Context: an optimization exercise on an open-source flow, tuned for small area, a short achievable clock period and few clock cycles. The choices shown serve that exercise and are no tape-out recipe.
Where RTL was checked, it was by simulation tests only, not by an equivalence proof against the original.
Power is estimated from default activity; no workload was simulated. The flow treats the clock pin as an ideal source, which a real chip does not have.

==> inputs of build 34 <==
==> flow/design.v (excerpt) <==
module btmp3_sensor_core (
    input  wire        clk,
    input  wire        rst,         
    input  wire        cmd_valid,
    output wire        cmd_ready,
    input  wire [7:0]  cmd_op,
    input  wire [31:0] cmd_arg,
    input  wire [31:0] thresh0,
    input  wire [31:0] thresh1,
    output reg         rsp_valid,
    output reg  [7:0]  rsp_data
);
Settings: LEC_CHECK=0, CAP_MARGIN=20, CORE_MARGIN=2, CORE_UTILIZATION=80, CTS_BUF_LIST=sky130_fd_sc_hd__clkbuf_16, CTS_CLUSTER_DIAMETER=90, CTS_CLUSTER_SIZE=30, SLEW_MARGIN=20; clock period 30.0 ns.
standard.sh (not shown) runs the stock make flow with config.mk's settings and CLKGATE_MAP_FILE= SYNTH_SCRIPT=/design/flow/synth_recipe.tcl, a recipe that flattens the netlist after the stock synthesis.
==> flow/flow/run.sh <==
#!/bin/bash
# The standard layout (standard.sh) with these changes:
# - the port buffers that global placement inserts are plain
#   sky130_fd_sc_hd__buf_1 cells instead of the delay buffers it picks by
#   default (every port still gets its buffer);
# - the buffers that synthesis's ABC inserted are removed at floorplan, and
#   the placement's repair_design buffers the nets again;
# - clock tree synthesis inserts no dummy loads.
# make's full output goes to layout.log; each ORFS step keeps its own log
# under orfs/logs/.
set -euo pipefail
bash standard.sh \
  "BUFFER_PORTS_ARGS=-buffer_cell sky130_fd_sc_hd__buf_1" \
  "REMOVE_ABC_BUFFERS=1" \
  "CTS_ARGS=-sink_clustering_enable -repair_clock_nets -sink_clustering_size 30 -sink_clustering_max_diameter 90 -buf_list sky130_fd_sc_hd__clkbuf_16 -dont_use_dummy_load" \
  finish > layout.log 2>&1
==> inputs of trial 21, as changes to build 34 <==
==> flow/design.v (replaced) <==
module touch_channel (
    input  wire        clk,
    input  wire        clr,         
    input  wire        edge_en,     
    input  wire [31:0] now,         
    output wire [31:0] t_new,       
    output wire [31:0] t_old,       
    output wire [3:0]  wraps,       
    output wire        first_out    
);
    reg [31:0] ts [0:9];
    reg [31:0] t10;
    reg [9:0]  w;
    reg [3:0]  cnt;                 
    reg        first;
    wire [31:0] lt_b = ~now & ts[0];
    wire [31:0] gt_b = now & ~ts[0];
    reg         wrap_in;
    integer j;
    always @(*) begin
        wrap_in = 1'b0;
        for (j = 0; j < 32; j = j + 1)
            wrap_in = lt_b[j] | (~gt_b[j] & wrap_in);
    end
    integer i;
    always @(posedge clk) begin
        if (edge_en) begin
            ts[0] <= now;
            for (i = 1; i < 10; i = i + 1)
                ts[i] <= ts[i-1];
            if (first)
                t10 <= now;
            else if (cnt == 4'd9)
                t10 <= ts[9];
            if (first)
                cnt <= 4'd0;
            else if (cnt != 4'd9)
                cnt <= cnt + 4'd1;
        end
    end
    always @(posedge clk) begin
        if (clr) begin
            w     <= 10'd0;
            first <= 1'b1;
        end else if (edge_en) begin
            w     <= {w[8:0], wrap_in & ~first};
            first <= 1'b0;
        end
    end
    assign t_new     = ts[0];
    assign t_old     = t10;
    assign wraps     = w[0] + w[1] + w[2] + w[3] + w[4]
                     + w[5] + w[6] + w[7] + w[8] + w[9];
    assign first_out = first;
endmodule
module quad_decoder #(
    parameter ENC_LIMIT = 96
) (
    input  wire       clk,
    input  wire       clr,          
    input  wire [1:0] clr_ab,       
    input  wire       edge_en,      
    input  wire [1:0] ab,           
    input  wire       zero_en,      
    input  wire       press_en,     
    input  wire       btn_rd_en,    
    output wire [7:0] position,     
    output wire       btn           
);
    reg signed [7:0] count;
    reg        [1:0] last_ab;
    reg              btn_latch;
    reg signed [1:0] qdelta;
    always @(*) begin
        case ({last_ab, ab})
            4'b00_01, 4'b01_11, 4'b11_10, 4'b10_00: qdelta = 2'sd1;
            4'b00_10, 4'b10_11, 4'b11_01, 4'b01_00: qdelta = -2'sd1;
            default:                                qdelta = 2'sd0;
        endcase
    end
    wire signed [7:0] count_step = count + {{6{qdelta[1]}}, qdelta};
    wire lap = (count_step >= ENC_LIMIT) || (count_step <= -ENC_LIMIT);
    always @(posedge clk) begin
        if (clr) begin
            count     <= 8'sd0;
            last_ab   <= clr_ab;
            btn_latch <= 1'b0;
        end else begin
            if (edge_en) begin
                count   <= lap ? 8'sd0 : count_step;
                last_ab <= ab;
            end else if (zero_en) begin
                count <= 8'sd0;
            end
            if (press_en)
                btn_latch <= 1'b1;
            else if (btn_rd_en)
                btn_latch <= 1'b0;
        end
    end
    assign position = count / 8'sd4;
    assign btn      = btn_latch;
endmodule
module btmp3_sensor_core (
    input  wire        clk,
    input  wire        rst,         
    input  wire        cmd_valid,
    output wire        cmd_ready,
    input  wire [7:0]  cmd_op,
    input  wire [31:0] cmd_arg,
    input  wire [31:0] thresh0,
    input  wire [31:0] thresh1,
    output reg         rsp_valid,
    output reg  [7:0]  rsp_data
);
    localparam OP_TOUCH_IS_TOUCHED = 7'b0000100;    
    localparam OP_ENC_GET_POSITION = 8'h0C;
    localparam OP_ENC_RESET_POS    = 8'h0D;
    localparam OP_ENC_BUTTON       = 8'h0E;
    localparam OP_EV_TOUCH_EDGE    = 7'b0010100;    
    localparam OP_EV_ENC_EDGE      = 6'b001100;     
    localparam OP_EV_BTN_PRESS     = 8'h34;
    localparam OP_RESET            = 6'b111100;     
    assign cmd_ready = 1'b1;
    reg        c_valid;
    reg [7:0]  c_op;
    reg [31:0] c_arg;
    reg        c_rst;
    reg [31:0] th0, th1;
    always @(posedge clk) begin
        c_valid <= cmd_valid & ~rst;
        c_op    <= cmd_op;
        c_arg   <= cmd_arg;
        c_rst   <= rst;
        th0     <= thresh0;
        th1     <= thresh1;
    end
    wire fire = c_valid;
    wire is_poll      = fire && (c_op[7:1] == OP_TOUCH_IS_TOUCHED);
    wire is_get_pos   = fire && (c_op == OP_ENC_GET_POSITION);
    wire is_reset_pos = fire && (c_op == OP_ENC_RESET_POS);
    wire is_btn_rd    = fire && (c_op == OP_ENC_BUTTON);
    wire is_touch     = fire && (c_op[7:1] == OP_EV_TOUCH_EDGE);
    wire is_enc       = fire && (c_op[7:2] == OP_EV_ENC_EDGE);
    wire is_press     = fire && (c_op == OP_EV_BTN_PRESS);
    wire is_reset     = fire && (c_op[7:2] == OP_RESET);
    wire       clr    = c_rst || is_reset;
    wire [1:0] clr_ab = c_rst ? 2'b00 : c_op[1:0];
    wire [31:0] tn0, to0, tn1, to1;
    wire [3:0]  wr0, wr1;
    wire        f0, f1;
    wire [7:0]  position;
    wire        btn;
    touch_channel u_touch0 (
        .clk       (clk),
        .clr       (clr),
        .edge_en   (is_touch && !c_op[0]),
        .now       (c_arg),
        .t_new     (tn0),
        .t_old     (to0),
        .wraps     (wr0),
        .first_out (f0)
    );
    touch_channel u_touch1 (
        .clk       (clk),
        .clr       (clr),
        .edge_en   (is_touch && c_op[0]),
        .now       (c_arg),
        .t_new     (tn1),
        .t_old     (to1),
        .wraps     (wr1),
        .first_out (f1)
    );
    quad_decoder u_enc (
        .clk       (clk),
        .clr       (clr),
        .clr_ab    (clr_ab),
        .edge_en   (is_enc),
        .ab        (c_op[1:0]),
        .zero_en   (is_reset_pos),
        .press_en  (is_press),
        .btn_rd_en (is_btn_rd),
        .position  (position),
        .btn       (btn)
    );
    wire        sel   = c_op[0];
    wire [31:0] tn    = sel ? tn1 : tn0;
    wire [31:0] to    = sel ? to1 : to0;
    wire [3:0]  wr    = sel ? wr1 : wr0;
    wire        fst   = sel ? f1  : f0;
    wire [31:0] th    = sel ? th1 : th0;
    wire [37:0] op_a = {2'b00, wr, tn};
    wire [37:0] op_b = ~{6'd0, to};
    wire [37:0] op_c = ~{3'd0, th, 3'd0};
    wire [37:0] op_d = ~{5'd0, th, 1'b0};
    wire [37:0] s1   = op_a ^ op_b ^ op_c;
    wire [37:0] c1   = {(op_a[36:0] & op_b[36:0]) | (op_a[36:0] & op_c[36:0]) | (op_b[36:0] & op_c[36:0]), 1'b1};
    wire [37:0] s2   = s1 ^ c1 ^ op_d;
    wire [37:0] c2   = {(s1[36:0] & c1[36:0]) | (s1[36:0] & op_d[36:0]) | (c1[36:0] & op_d[36:0]), 1'b1};
    wire [37:0] diff = s2 + c2 + 38'd1;
    wire        touched = fst ? (th == 32'd0) : ~diff[37];
    always @(posedge clk) begin
        if (rst) begin
            rsp_valid <= 1'b0;
            rsp_data  <= 8'd0;
        end else begin
            rsp_valid <= is_poll || is_get_pos || is_btn_rd;
            if (is_poll)
                rsp_data <= {7'd0, touched};
            else if (is_get_pos)
                rsp_data <= position;
            else if (is_btn_rd)
                rsp_data <= {7'd0, btn};
        end
    end
endmodule
==> flow/flow/run.sh (replaced) <==
#!/bin/bash
# The standard layout (standard.sh), with one change: the port buffers that
# global placement inserts are plain sky130_fd_sc_hd__buf_1 cells instead of
# the delay buffers it picks by default. Every port still gets its buffer.
# make's full output goes to layout.log; each ORFS step keeps its own log
# under orfs/logs/.
set -euo pipefail
bash standard.sh "BUFFER_PORTS_ARGS=-buffer_cell sky130_fd_sc_hd__buf_1" finish > layout.log 2>&1
==> flow/config.mk (replaced) <==
export PLATFORM = sky130hd
export DESIGN_NAME = btmp3_sensor_core
export DESIGN_NICKNAME = btmp3_sensor_core
export VERILOG_FILES = /design/flow/design.v
export SDC_FILE = /design/flow/constraint.sdc
export NUM_CORES = 4
export LEC_CHECK = 0
export CAP_MARGIN = 20
export CORE_MARGIN = 2
export CORE_UTILIZATION = 60
export CTS_BUF_LIST = sky130_fd_sc_hd__clkbuf_16
export CTS_CLUSTER_DIAMETER = 70
export CTS_CLUSTER_SIZE = 22
export SLEW_MARGIN = 20
==> inputs of build 52, as changes to build 34 <==
--- a/flow/design.v
+++ b/flow/design.v
@@ -1,15 +1,14 @@
 module touch_channel (
     input  wire        clk,
     input  wire        clr,         
     input  wire        edge_en,     
-    input  wire        hold_en,     
     input  wire [31:0] now,         
     output wire [31:0] t_new,       
     output wire [31:0] t_old_n,     
-    output wire [9:0]  wrap_flags,  
+    output wire [3:0]  wraps,       
     output wire        first_out    
 );
     reg [31:0] ts [0:9];
     reg [31:0] t10n;                
     reg [9:0]  w;
     reg [3:0]  cnt;                 
@@ -21,26 +20,21 @@
     always @(*) begin
         wrap_in = 1'b0;
         for (j = 0; j < 32; j = j + 1)
             wrap_in = lt_b[j] | (~gt_b[j] & wrap_in);
     end
     integer i;
-    wire [31:0] sh = {32{edge_en}};
-    wire [31:0] hd = {32{hold_en}};
-    always @(posedge clk) begin
-        ts[0] <= (sh & now) | (hd & ts[0]);
-        for (i = 1; i < 10; i = i + 1)
-            ts[i] <= (sh & ts[i-1]) | (hd & ts[i]);
-    end
-    wire [31:0] ld_now = {32{edge_en & first}};
-    wire [31:0] ld_old = {32{edge_en & ~first & (cnt == 4'd9)}};
-    wire [31:0] ld_hd  = {32{hold_en | (~first & (cnt != 4'd9))}};
-    always @(posedge clk)
-        t10n <= (ld_now & ~now) | (ld_old & ~ts[9]) | (ld_hd & t10n);
     always @(posedge clk) begin
         if (edge_en) begin
+            ts[0] <= now;
+            for (i = 1; i < 10; i = i + 1)
+                ts[i] <= ts[i-1];
+            if (first)
+                t10n <= ~now;
+            else if (cnt == 4'd9)
+                t10n <= ~ts[9];
             if (first)
                 cnt <= 4'd0;
             else if (cnt != 4'd9)
                 cnt <= cnt + 4'd1;
         end
     end
@@ -52,13 +46,14 @@
             w     <= {w[8:0], wrap_in & ~first};
             first <= 1'b0;
         end
     end
     assign t_new     = ts[0];
     assign t_old_n   = t10n;
-    assign wrap_flags = w;
+    assign wraps     = w[0] + w[1] + w[2] + w[3] + w[4]
+                     + w[5] + w[6] + w[7] + w[8] + w[9];
     assign first_out = first;
 endmodule
 module quad_decoder #(
     parameter ENC_LIMIT = 96
 ) (
     input  wire       clk,
@@ -130,20 +125,17 @@
     assign cmd_ready = 1'b1;
     reg        c_valid;
     reg [7:0]  c_op;
     reg [31:0] c_arg;
     reg        c_rst;
     reg [31:0] c_thn;               
-    reg [1:0]  c_edge, c_hold;      
     always @(posedge clk) begin
         c_valid <= cmd_valid & ~rst;
         c_op    <= cmd_op;
         c_arg   <= cmd_arg;
         c_rst   <= rst;
-        c_edge  <= {2{cmd_valid & (cmd_op[7:1] == OP_EV_TOUCH_EDGE)}} & {cmd_op[0], ~cmd_op[0]};
-        c_hold  <= ~({2{cmd_valid & (cmd_op[7:1] == OP_EV_TOUCH_EDGE)}} & {cmd_op[0], ~cmd_op[0]});
         c_thn   <= ~(cmd_op[0] ? thresh1 : thresh0);
     end
     wire fire = c_valid;
     wire is_poll      = fire && (c_op[7:1] == OP_TOUCH_IS_TOUCHED);
     wire is_get_pos   = fire && (c_op == OP_ENC_GET_POSITION);
     wire is_reset_pos = fire && (c_op == OP_ENC_RESET_POS);
@@ -152,36 +144,34 @@
     wire is_enc       = fire && (c_op[7:2] == OP_EV_ENC_EDGE);
     wire is_press     = fire && (c_op == OP_EV_BTN_PRESS);
     wire is_reset     = fire && (c_op[7:2] == OP_RESET);
     wire       clr    = c_rst || is_reset;
     wire [1:0] clr_ab = c_rst ? 2'b00 : c_op[1:0];
     wire [31:0] tn0, ton0, tn1, ton1;
-    wire [9:0]  wf0, wf1;
+    wire [3:0]  wr0, wr1;
     wire        f0, f1;
     wire [7:0]  position;
     wire        btn;
     touch_channel u_touch0 (
         .clk       (clk),
         .clr       (clr),
-        .edge_en   (c_edge[0]),
-        .hold_en   (c_hold[0]),
+        .edge_en   (is_touch && !c_op[0]),
         .now       (c_arg),
         .t_new     (tn0),
         .t_old_n   (ton0),
-        .wrap_flags(wf0),
+        .wraps     (wr0),
         .first_out (f0)
     );
     touch_channel u_touch1 (
         .clk       (clk),
         .clr       (clr),
-        .edge_en   (c_edge[1]),
-        .hold_en   (c_hold[1]),
+        .edge_en   (is_touch && c_op[0]),
         .now       (c_arg),
         .t_new     (tn1),
         .t_old_n   (ton1),
-        .wrap_flags(wf1),
+        .wraps     (wr1),
         .first_out (f1)
     );
     quad_decoder u_enc (
         .clk       (clk),
         .clr       (clr),
         .clr_ab    (clr_ab),
@@ -193,35 +183,24 @@
         .position  (position),
         .btn       (btn)
     );
     wire        sel   = c_op[0];
     wire [31:0] tn    = sel ? tn1 : tn0;
     wire [31:0] ton   = sel ? ton1 : ton0;
-    wire [9:0]  wf    = sel ? wf1 : wf0;
-    wire [3:0]  wr    = wf[0] + wf[1] + wf[2] + wf[3] + wf[4]
-                      + wf[5] + wf[6] + wf[7] + wf[8] + wf[9];
+    wire [3:0]  wr    = sel ? wr1 : wr0;
     wire        fst   = sel ? f1  : f0;
     wire [37:0] op_a = {2'b00, wr, tn};
     wire [37:0] op_b = {6'b111111, ton};
     wire [37:0] op_c = {3'b111, c_thn, 3'b111};
     wire [37:0] op_d = {5'b11111, c_thn, 1'b1};
     wire [37:0] s1   = op_a ^ op_b ^ op_c;
     wire [37:0] c1   = {(op_a[36:0] & op_b[36:0]) | (op_a[36:0] & op_c[36:0]) | (op_b[36:0] & op_c[36:0]), 1'b1};
     wire [37:0] s2   = s1 ^ c1 ^ op_d;
     wire [37:0] c2   = {(s1[36:0] & c1[36:0]) | (s1[36:0] & op_d[36:0]) | (c1[36:0] & op_d[36:0]), 1'b1};
-    wire [36:0] lo_lt = ~s2[36:0] & ~c2[36:0];
-    wire [36:0] lo_gt = s2[36:0] & c2[36:0];
-    reg         lo_less;
-    integer k;
-    always @(*) begin
-        lo_less = 1'b0;
-        for (k = 0; k < 37; k = k + 1)
-            lo_less = lo_lt[k] | (~lo_gt[k] & lo_less);
-    end
-    wire        sign = s2[37] ^ c2[37] ^ ~lo_less;
-    wire        touched = fst ? (&c_thn) : ~sign;
+    wire [37:0] diff = s2 + c2 + 38'd1;
+    wire        touched = fst ? (&c_thn) : ~diff[37];
     always @(posedge clk) begin
         rsp_valid <= ~rst & (is_poll | is_get_pos | is_btn_rd);
         if (!c_op[2])
             rsp_data <= {7'd0, touched};
         else if (!c_op[1])
             rsp_data <= position;
--- a/flow/config.mk
+++ b/flow/config.mk
@@ -4,11 +4,11 @@
 export VERILOG_FILES = /design/flow/design.v
 export SDC_FILE = /design/flow/constraint.sdc
 export NUM_CORES = 4
 export LEC_CHECK = 0
 export CAP_MARGIN = 20
 export CORE_MARGIN = 2
-export CORE_UTILIZATION = 80
+export CORE_UTILIZATION = 70
 export CTS_BUF_LIST = sky130_fd_sc_hd__clkbuf_16
 export CTS_CLUSTER_DIAMETER = 90
 export CTS_CLUSTER_SIZE = 30
 export SLEW_MARGIN = 20
==> qor summary <==
                                                                 build 34       build 52       trial 21
Multi-input gate share of the layout cell area                      0.382          0.196          0.194
Area taken by multi-input logic gates                        11,700 sq um     6370 sq um     6640 sq um
Net total in the final layout                                       2,671          2,032          2,105
Number of sinks on the clock net                                      830            826            860
Chip width                                                         196 um         213 um         233 um
Power consumed by combinational cells                            0.112 mW      0.0957 mW       0.101 mW
Switching power share of the total                                  0.224          0.199          0.208
Final WS setup                                                  22,860 ps      22,930 ps      22,890 ps
Footprint of the flip-flops and latches                      16,700 sq um   23,700 sq um   24,400 sq um
Tightest Pin Transition                                           1050 ps        1120 ps        1020 ps
Met3 layer usage reported by global route                          0.0416         0.0282         0.0347
Hold_ws                                                            467 ps         369 ps         416 ps
Pin count of the biggest net entering global routing                  203            111            101
Compound-cell area share of the yosys netlist                       0.241         0.0360         0.0377
Run status                                       timing/DRC/antenna clean  timing/DRC/antenna clean  timing/DRC/antenna clean
Routed length per placed instance                                 21.7 um        21.2 um        21.7 um
Post-Synthesis Mean Instance Area                              11.8 sq um     18.5 sq um     18.5 sq um
Startpoint of the worst register-to-register path                 c_op[0]  u_touch1.w[0]  u_touch1.w[0]
Total clock buffers created by CTS                                     31             34             48
Detailed router's first-iteration violation count                   1,890          1,388          1,230
Fraction of layout instances using a drive strength above 1        0.0539         0.0662          0.101
Overall power consumption                                         1.75 mW        1.86 mW        2.07 mW
Slew margin rel.                                                    0.297          0.231          0.318
Testbench counts of build 34, summed over its fixed seeds: cycles 24,016.
Testbench counts of trial 21, summed over its fixed seeds: cycles 24,016.
The RTL of build 52 was laid out without a check of its function.

[afterwards: timing with drivers on the ports]
The flow's constraints put no driver on any port. The routed layouts listed below were extracted and timed again, unchanged, in two steps. Step 1 assumes that a clkbuf_16 drives the clock port and a buf_2 every other input. Step 2 times the ports against the registers' clock, not the clock port: input delays grow and output delays shrink by t, the midpoint of the rising clock arrivals with the driver on. Slacks: no drivers / after step 1 / after step 2; pairs: no drivers / after step 1.
run	t, ns	setup slack, ns	worst hold slack (ns)	worst data-port slew with drivers (ns)	cell pins on the clock port's net
build 34	0.667	22.857 / 22.801 / 22.892	0.467 / 0.467 / 0.467	0.04	1
trial 21	0.665	22.888 / 22.829 / 23.264	0.416 / 0.416 / 0.416	0.05	1
build 52	0.621	22.931 / 22.874 / 22.996	0.369 / 0.369 / 0.369	0.04	1
After both steps every run listed still meets setup and hold.
